This design comes from an exercise in tuning for small area, a short achievable clock period and few clock cycles on the open sky130 flow, not from production work. Only simulation tests tie the RTL to the original design; equivalence was not proved. Power figures rest on the tool's default switching activity, not on a simulated workload.

### flow/run.sh
#!/bin/bash
# synth_recipe.tcl (not shown) runs the flow's synth.tcl, then flattens the netlist and writes it again
# the make line also repeats each setting of config.mk as NAME=value (left out here)
make -C /OpenROAD-flow-scripts/flow DESIGN_CONFIG=/design/flow/config.mk WORK_HOME=/design/flow/orfs CLKGATE_MAP_FILE= SYNTH_SCRIPT=/design/flow/synth_recipe.tcl finish
### flow/config.mk
export PLATFORM = sky130hd
export DESIGN_NAME = sisb_alu
export DESIGN_NICKNAME = sisb_alu
export VERILOG_FILES = /design/flow/design.v
export SDC_FILE = /design/flow/constraint.sdc
export NUM_CORES = 4
export LEC_CHECK = 0
export CAP_MARGIN = 20
export CORE_MARGIN = 2
export CORE_UTILIZATION = 40
export SLEW_MARGIN = 20
### flow/constraint.sdc
create_clock -name core_clock -period 11.0 [get_ports {clk}]
set_input_delay 2.2000 -clock core_clock [delete_from_list [all_inputs] [get_ports {clk}]]
set_output_delay 2.2000 -clock core_clock [all_outputs]
set_load 0.01 [all_outputs]
### flow/design.v
module sisb_alu (
    input  wire        clk,
    input  wire        rst,           
    input  wire        in_valid,
    output wire        in_ready,
    input  wire [3:0]  in_op,
    input  wire [15:0] in_a,
    input  wire [15:0] in_b,
    output reg         out_valid,
    output reg  [15:0] out_result,
    output reg         out_ovf,
    output reg         out_fatal,
    output reg  [1:0]  out_cause
);
    localparam OP_ADD = 4'h0, OP_SUB = 4'h1, OP_MUL = 4'h2, OP_DIV = 4'h3,
               OP_POW = 4'h4, OP_REM = 4'h5, OP_AND = 4'h6, OP_OR  = 4'h7,
               OP_XOR = 4'h8, OP_NOT = 4'h9, OP_SHL = 4'hA, OP_SHR = 4'hB;
    localparam C_DIV0 = 2'd0, C_SHIFT = 2'd1, C_NEGEXP = 2'd2, C_DECODE = 2'd3;
    localparam S_IDLE = 2'd0, S_DIV = 2'd1, S_POW = 2'd2;
    reg [1:0] state;
    assign in_ready = (state == S_IDLE);
    wire accept = in_valid && in_ready;
    wire signed [15:0] sa = in_a;
    wire signed [15:0] sb = in_b;
    wire [16:0] add_full = {in_a[15], in_a} + {in_b[15], in_b};
    wire [16:0] sub_full = {in_a[15], in_a} - {in_b[15], in_b};
    wire signed [31:0] mul_full = sa * sb;
    wire shift_bad = (in_b[15:4] != 12'd0);    
    wire [15:0] shl_res = in_a << in_b[3:0];
    wire [15:0] shr_res = sa >>> in_b[3:0];
    reg [15:0] q_result;
    reg        q_ovf;
    reg        q_fatal;
    reg [1:0]  q_cause;
    always @(*) begin
        q_result = 16'd0;
        q_ovf    = 1'b0;
        q_fatal  = 1'b0;
        q_cause  = 2'd0;
        case (in_op)
            OP_ADD: begin
                q_result = add_full[15:0];
                q_ovf    = add_full[16] != add_full[15];
            end
            OP_SUB: begin
                q_result = sub_full[15:0];
                q_ovf    = sub_full[16] != sub_full[15];
            end
            OP_MUL: begin
                q_result = mul_full[15:0];
                q_ovf    = (mul_full[31:15] != 17'h00000) && (mul_full[31:15] != 17'h1FFFF);
            end
            OP_AND: q_result = in_a & in_b;
            OP_OR:  q_result = in_a | in_b;
            OP_XOR: q_result = in_a ^ in_b;
            OP_NOT: q_result = ~in_a;
            OP_SHL: begin
                if (shift_bad) begin
                    q_fatal = 1'b1;
                    q_cause = C_SHIFT;
                end else begin
                    q_result = shl_res;
                end
            end
            OP_SHR: begin
                if (shift_bad) begin
                    q_fatal = 1'b1;
                    q_cause = C_SHIFT;
                end else begin
                    q_result = shr_res;
                end
            end
            OP_DIV, OP_REM: begin
                if (in_b == 16'd0) begin
                    q_fatal = 1'b1;
                    q_cause = C_DIV0;
                end
            end
            OP_POW: begin
                if (in_b[15]) begin
                    q_fatal = 1'b1;
                    q_cause = C_NEGEXP;
                end
            end
            default: begin
                q_fatal = 1'b1;
                q_cause = C_DECODE;
            end
        endcase
    end
    wire start_div = accept && (in_op == OP_DIV || in_op == OP_REM) && (in_b != 16'd0);
    wire start_pow = accept && (in_op == OP_POW) && !in_b[15];
    reg [15:0] d_rem;         
    reg [15:0] d_quo;         
    reg [15:0] d_div;         
    reg        d_qneg;        
    reg        d_rneg;        
    reg        d_is_rem;
    reg [3:0]  d_cnt;
    wire [15:0] a_mag = in_a[15] ? (16'd0 - in_a) : in_a;
    wire [15:0] b_mag = in_b[15] ? (16'd0 - in_b) : in_b;
    wire [16:0] d_shift = {d_rem, d_quo[15]};
    wire [16:0] d_trial = d_shift - {1'b0, d_div};
    wire        d_fits  = !d_trial[16];
    wire [15:0] d_rem_n = d_fits ? d_trial[15:0] : d_shift[15:0];
    wire [15:0] d_quo_n = {d_quo[14:0], d_fits};
    wire [15:0] d_q_res = d_qneg ? (16'd0 - d_quo_n) : d_quo_n;
    wire [15:0] d_r_res = d_rneg ? (16'd0 - d_rem_n) : d_rem_n;
    wire        d_q_ovf = !d_qneg && d_quo_n[15];
    reg [15:0] p_res;
    reg [15:0] p_base;
    reg        p_res_big;
    reg        p_base_big;
    reg [14:0] p_exp;
    reg [3:0]  p_cnt;
    wire signed [31:0] p_mul = $signed(p_res) * $signed(p_base);
    wire signed [31:0] p_sq  = $signed(p_base) * $signed(p_base);
    wire p_mul_out = (p_mul[31:15] != 17'h00000) && (p_mul[31:15] != 17'h1FFFF);
    wire p_sq_out  = (p_sq[31:15]  != 17'h00000) && (p_sq[31:15]  != 17'h1FFFF);
    wire [15:0] p_res_n     = p_exp[0] ? p_mul[15:0] : p_res;
    wire        p_res_big_n = p_res_big | (p_exp[0] & (p_base_big | p_mul_out));
    always @(posedge clk) begin
        if (rst) begin
            state      <= S_IDLE;
            out_valid  <= 1'b0;
            out_result <= 16'd0;
            out_ovf    <= 1'b0;
            out_fatal  <= 1'b0;
            out_cause  <= 2'd0;
            d_cnt      <= 4'd0;
            p_cnt      <= 4'd0;
        end else begin
            out_valid <= 1'b0;
            case (state)
                S_IDLE: begin
                    if (start_div) begin
                        d_rem    <= 16'd0;
                        d_quo    <= a_mag;
                        d_div    <= b_mag;
                        d_qneg   <= in_a[15] ^ in_b[15];
                        d_rneg   <= in_a[15];
                        d_is_rem <= (in_op == OP_REM);
                        d_cnt    <= 4'd0;
                        state    <= S_DIV;
                    end else if (start_pow) begin
                        p_res      <= 16'd1;
                        p_base     <= in_a;
                        p_res_big  <= 1'b0;
                        p_base_big <= 1'b0;
                        p_exp      <= in_b[14:0];
                        p_cnt      <= 4'd0;
                        state      <= S_POW;
                    end else if (accept) begin
                        out_valid  <= 1'b1;
                        out_result <= q_result;
                        out_ovf    <= q_ovf;
                        out_fatal  <= q_fatal;
                        out_cause  <= q_cause;
                    end
                end
                S_DIV: begin
                    d_rem <= d_rem_n;
                    d_quo <= d_quo_n;
                    d_cnt <= d_cnt + 4'd1;
                    if (d_cnt == 4'd15) begin
                        state      <= S_IDLE;
                        out_valid  <= 1'b1;
                        out_result <= d_is_rem ? d_r_res : d_q_res;
                        out_ovf    <= d_is_rem ? 1'b0 : d_q_ovf;
                        out_fatal  <= 1'b0;
                        out_cause  <= 2'd0;
                    end
                end
                S_POW: begin
                    p_res      <= p_res_n;
                    p_res_big  <= p_res_big_n;
                    p_base     <= p_sq[15:0];
                    p_base_big <= p_base_big | p_sq_out;
                    p_exp      <= {1'b0, p_exp[14:1]};
                    p_cnt      <= p_cnt + 4'd1;
                    if (p_cnt == 4'd14) begin
                        state      <= S_IDLE;
                        out_valid  <= 1'b1;
                        out_result <= p_res_n;
                        out_ovf    <= p_res_big_n;
                        out_fatal  <= 1'b0;
                        out_cause  <= 2'd0;
                    end
                end
                default: state <= S_IDLE;
            endcase
        end
    end
endmodule
==> results.sh <==
export IMPL_combPwrFrac_pct=87.0
export IMPL_antenna_found_initial=3
export IMPL_clk_latency_ns=0.48
export IMPL_post_route_util_pct=43.1
export IMPL_htreeDepth=4
export IMPL_max_freq_mhz=103
export IMPL_rows=116
export IMPL_timing_rr_start="p_base[2]"
export IMPL_postRouteAntennaNets=0
export IMPL_max_slew_worst_pin_slew_ns=0.969
export IMPL_final_layout_size_suffix_gt1_share_pct=3.99
export IMPL_clk_path_buf_depth=2
export IMPL_fillers=10019
export IMPL_syn_num_nets=5782
export IMPL_syn_avg_cell_area_um2=8.73
export IMPL_seq_area_frac_synth_pct=8.92
export IMPL_fin_area_um2=43300
export IMPL_slew_violations=0
export IMPL_crit_path_end_kind="register"
export IMPL_placed_cell_area_um2=42700
export IMPL_powerDensity_nw_per_um2=203
export IMPL_nNetsFinal=5726
export IMPL_finalWorstSetupSlack_ns=1.34
export IMPL_startpoint_type="primary input"
export IMPL_initial_core_util_pct=40.4
export IMPL_wire_per_inst_um=20.5
export IMPL_crit_fanout=13
export IMPL_grt_usage_pct=24.3
export IMPL_period_share_pct=87.8
export IMPL_worst_clock_skew_ns=0.0226
export IMPL_crit_path_start="in_b[3]"
export IMPL_synth_area_leader_cell="fa_1"
export IMPL_switchingPower_w=0.00485
export IMPL_max_vdd_ir_drop_mv=0.979
export IMPL_post_cts_resized_instances=0
export IMPL_synth_top_area_share_pct=37.8
export IMPL_clk_pin_slew_worst_paths_ns=0.08
export IMPL_syn_to_final_growth_pct=6.60
export IMPL_dr_pass1_iters=6
export IMPL_status="complete, no violations"
export IMPL_ys_ff_latch=131
export IMPL_rrSetupSlack_ns=2.32
export IMPL_crit_type="primary input to register"
export IMPL_cts_root_buf="clkbuf_16"
export IMPL_grt_pass1_vias=33811
export IMPL_hold_violations=0
export IMPL_cp_data_arrival_time_ns=10.00
export IMPL_drtIter0Drc=2899
export IMPL_dieArea_um2=104000
export IMPL_grt_max_degree=61
export IMPL_synthArstFlopShare_pct=0
export IMPL_finalSetupTns_ns=0
export IMPL_die_h_um=323
export IMPL_io_buffers=60
export IMPL_synth_edf_count=100
export IMPL_cellLeakagePower_nw=19.3
export IMPL_maxCapViolations=0
export IMPL_vias=32595
export IMPL_reg2reg_to="p_base_big"
export IMPL_p_sw_share_pct=55.2
export IMPL_gp_congestion=0.989
export IMPL_slew_headroom_pct=35.4
export IMPL_min_period_ns=9.66
export IMPL_die_w_um=323
export IMPL_grt_busiest_layer="met2"
export IMPL_syn_area_um2=40600
export IMPL_grt_use_met1_pct=32.8
export IMPL_ios=61
export IMPL_vias_per_cell=5.46
export IMPL_holdBufCountCts=0
export IMPL_dp_hpwl_um=98800
export IMPL_synth_area_top_cells="fa_1, ha_1, inv_1"
export IMPL_post_cts_buffers=0
export IMPL_synthCells=4651
export IMPL_cp_required_ns=11.34
export IMPL_power_share_clock_pct=6.6
export IMPL_grt_pass1_wl_um=196000
export IMPL_grt_setup_unrepaired="false"
export IMPL_use_met3_pct=4.22
export IMPL_crit_end="out_ovf"
export IMPL_core_area_um2=100000
export IMPL_setup_viol=0
export IMPL_clock_sinks=131
export IMPL_hold_depth=2
export IMPL_ys_warn_count=1
export IMPL_cts_tree="done"
export IMPL_min_path_type="register to register"
export IMPL_worst_r2r_cell_count=22
export IMPL_remaining_drc_errors=0
export IMPL_grtUsageMet2_pct=39.7
export IMPL_intPower_w=0.00393
export IMPL_synthFlopType="edfxtp_1"
export IMPL_grt_overflow=0
export IMPL_yosys_cell_types_count=93
export IMPL_pre_cts_slack_ns=0.953
export IMPL_wl_um=122000
export IMPL_seq_power_share_pct=6.3
export IMPL_cts_buffers_inserted=17
[synth_stat cells, drive strengths merged, types with 9 or more instances]
cell type / number
dfxtp: 31
nand2b: 43
o21a: 24
a211oi: 35
a2111oi: 10
xnor2: 119
nor3: 66
a21o: 33
edfxtp: 100
nand4: 21
or2: 13
a31o: 9
a31oi: 24
xor2: 56
inv: 893
o211a: 9
o211ai: 35
nand3: 58
o22ai: 27
a21oi: 150
buf: 21
fa: 767
nor2: 363
o21ai: 183
and2: 195
o221ai: 9
mux2: 11
a311oi: 12
mux4: 10
a22oi: 11
nor2b: 22
nand2: 463
and3: 18
o21bai: 15
o41ai: 12
or4: 10
ha: 325
o31ai: 36
clkbuf: 198
or3: 30
nor4: 24
a221oi: 13
clkinv: 12
mux2i: 34
[cell usage in the layout, fill, tap and decap left out, types with 13 or more instances in the layout]
master           synthesis  layout
o31ai_1                 36      36
a21o_1                  33      33
clkdlybuf4s50_1          0      59
o21ai_0                182     182
xnor2_1                118     118
nor2b_1                 22      22
nand2b_1                43      43
inv_1                  890     890
nor4_1                  24      24
nand3_1                 58      58
and3_1                  18      18
or3_1                   28      28
nand2_1                462     462
o21a_1                  24      24
fa_1                   767     767
mux2i_1                 34      34
or2_2                   13      13
and2_1                 195     195
o211ai_1                35      35
nor2_1                 363     361
a31oi_1                 24      24
ha_1                   325     324
a211oi_1                35      35
a21oi_1                150     150
o22ai_1                 27      27
o21bai_1                14      14
edfxtp_1               100     100
xor2_1                  55      55
buf_4                    0      84
nor3_1                  65      65
clkbuf_16                0      17
dfxtp_1                 31      31
nand4_1                 21      21
[worst min path at each step]
stage	start	end	slack, ns
after detailed placement	out_fatal	out_fatal	0.49
after CTS	out_result[2]	out_result[2]	0.51
final	out_result[2]	out_result[2]	0.50
after global routing	out_result[6]	out_result[6]	0.52
after global placement	out_fatal	out_fatal	0.48
after floorplan	d_cnt[1]	d_cnt[1]	0.48
[worst max-delay path, stage by stage]
cell             delay (ns)
clkdlybuf4s50_1        1.00
inv_1                  0.47
nor2_1                 0.23
fa_1                   0.46
fa_1                   0.46
fa_1                   0.43
inv_1                  0.07
fa_1                   0.41
inv_1                  0.09
fa_1                   0.41
fa_1                   0.44
ha_1                   0.32
and2_1                 0.23
a221o_1                0.41
a31o_2                 0.29
a22oi_1                0.28
o21ai_0                0.36
o31ai_1                0.34
or4b_1                 0.48
nor4_1                 0.28
nand4_1                0.12
o211ai_1               0.11
nand3_1                0.09
[layer usage]
metal	up-vias	wire length [µm]	part of all wire [%]
met3	233	9100	7.4
met4	2	4420	3.6
li1	14743	-	-
met5	-	7	0.0057
met1	16394	51900	42
met2	1223	57000	47
[power groups by stage]
stage | Combinational (W) | Sequential [W] | Clock [W]
2_1_floorplan | 0.00553 | 0.000563 | 0
3_3_place_gp | 0.00758 | 0.000566 | 0
3_5_place_dp | 0.00755 | 0.000565 | 0
4_1_cts | 0.00762 | 0.000555 | 0.000592
5_1_grt | 0.00853 | 0.000556 | 0.000609
6_report | 0.00764 | 0.000555 | 0.000581
[cell type report]
class / count / area [µm²] / area share (%)
Multi-Input combinational cell: 3396 / 32800 / 75.7
Sequential cell: 131 / 3620 / 8.37
Inverter: 905 / 3400 / 7.85
Tap cell: 1357 / 1700 / 3.92
Timing Repair Buffer: 144 / 1230 / 2.83
Clock buffer: 18 / 429 / 0.991
Clock inverter: 14 / 139 / 0.321
Antenna cell: 1 / 2.50 / 0.00578
[flip-flops by register name, summed over array words and instances (netlist names), 4 cells and up]
register and count:
d_cnt 4, d_div 16, d_quo 16, d_rem 16, out_result 16, p_base 16
p_cnt 4, p_exp 15, p_res 16
[cell families (layout without fill, tap and decap cells)]
| logic type | count (synthesis) | in the layout | synth area share (%) |
|---|---|---|---|
| xor gates and xnor gates | 175 | 175 | 3.81 |
| adders and majority gates | 1092 | 1092 | 47.8 |
| and+or+nand+nor | 1360 | 1360 | 15.7 |
| other | 0 | 1 | 0 |
| AOI/OAI and AO/OA | 714 | 714 | 11.6 |
| DFF | 131 | 131 | 8.92 |
| buffers and inverters | 1124 | 1081 | 10.4 |
| muxes | 55 | 55 | 1.70 |
[metrics by stage]
stage | cells | hold WS [ns] | total power, W
after floorplan | 4651 | 0.480 | 0.00609
after global placement | 5933 | 0.478 | 0.00815
after detailed placement | 5933 | 0.486 | 0.00812
after CTS | 5965 | 0.506 | 0.00876
after global routing | 5965 | 0.520 | 0.00970
final | 5966 | 0.505 | 0.00877
Testbench counts, summed over its fixed seeds: cycles 60,708.

[separate check: timing with driven ports]
The flow's constraints put no driver on any port. The routed layout listed below was extracted and timed again, unchanged, in two steps. Step 1 sets driving cells, clkbuf_16 on the clock port and buf_2 on the other inputs (assumed; they add their load-dependent delay and slew). Step 2 times the ports against the registers' clock, not the clock port: input delays grow and output delays shrink by t, the midpoint of the rising clock arrivals with the driver on. Slacks: ideal / step 1 / step 2; pairs: ideal / step 1.
shift t [ns]: 0.524
slack for setup (ns): 1.337 / 1.366 / 0.842
clock arrival spread, ns: 0.025 / 0.025
cell pins on the clock port's net: 1
After both steps setup and hold are still met in this run. The setup slack of this run moves by +0.029 ns with the drivers and by -0.495 ns with both steps.
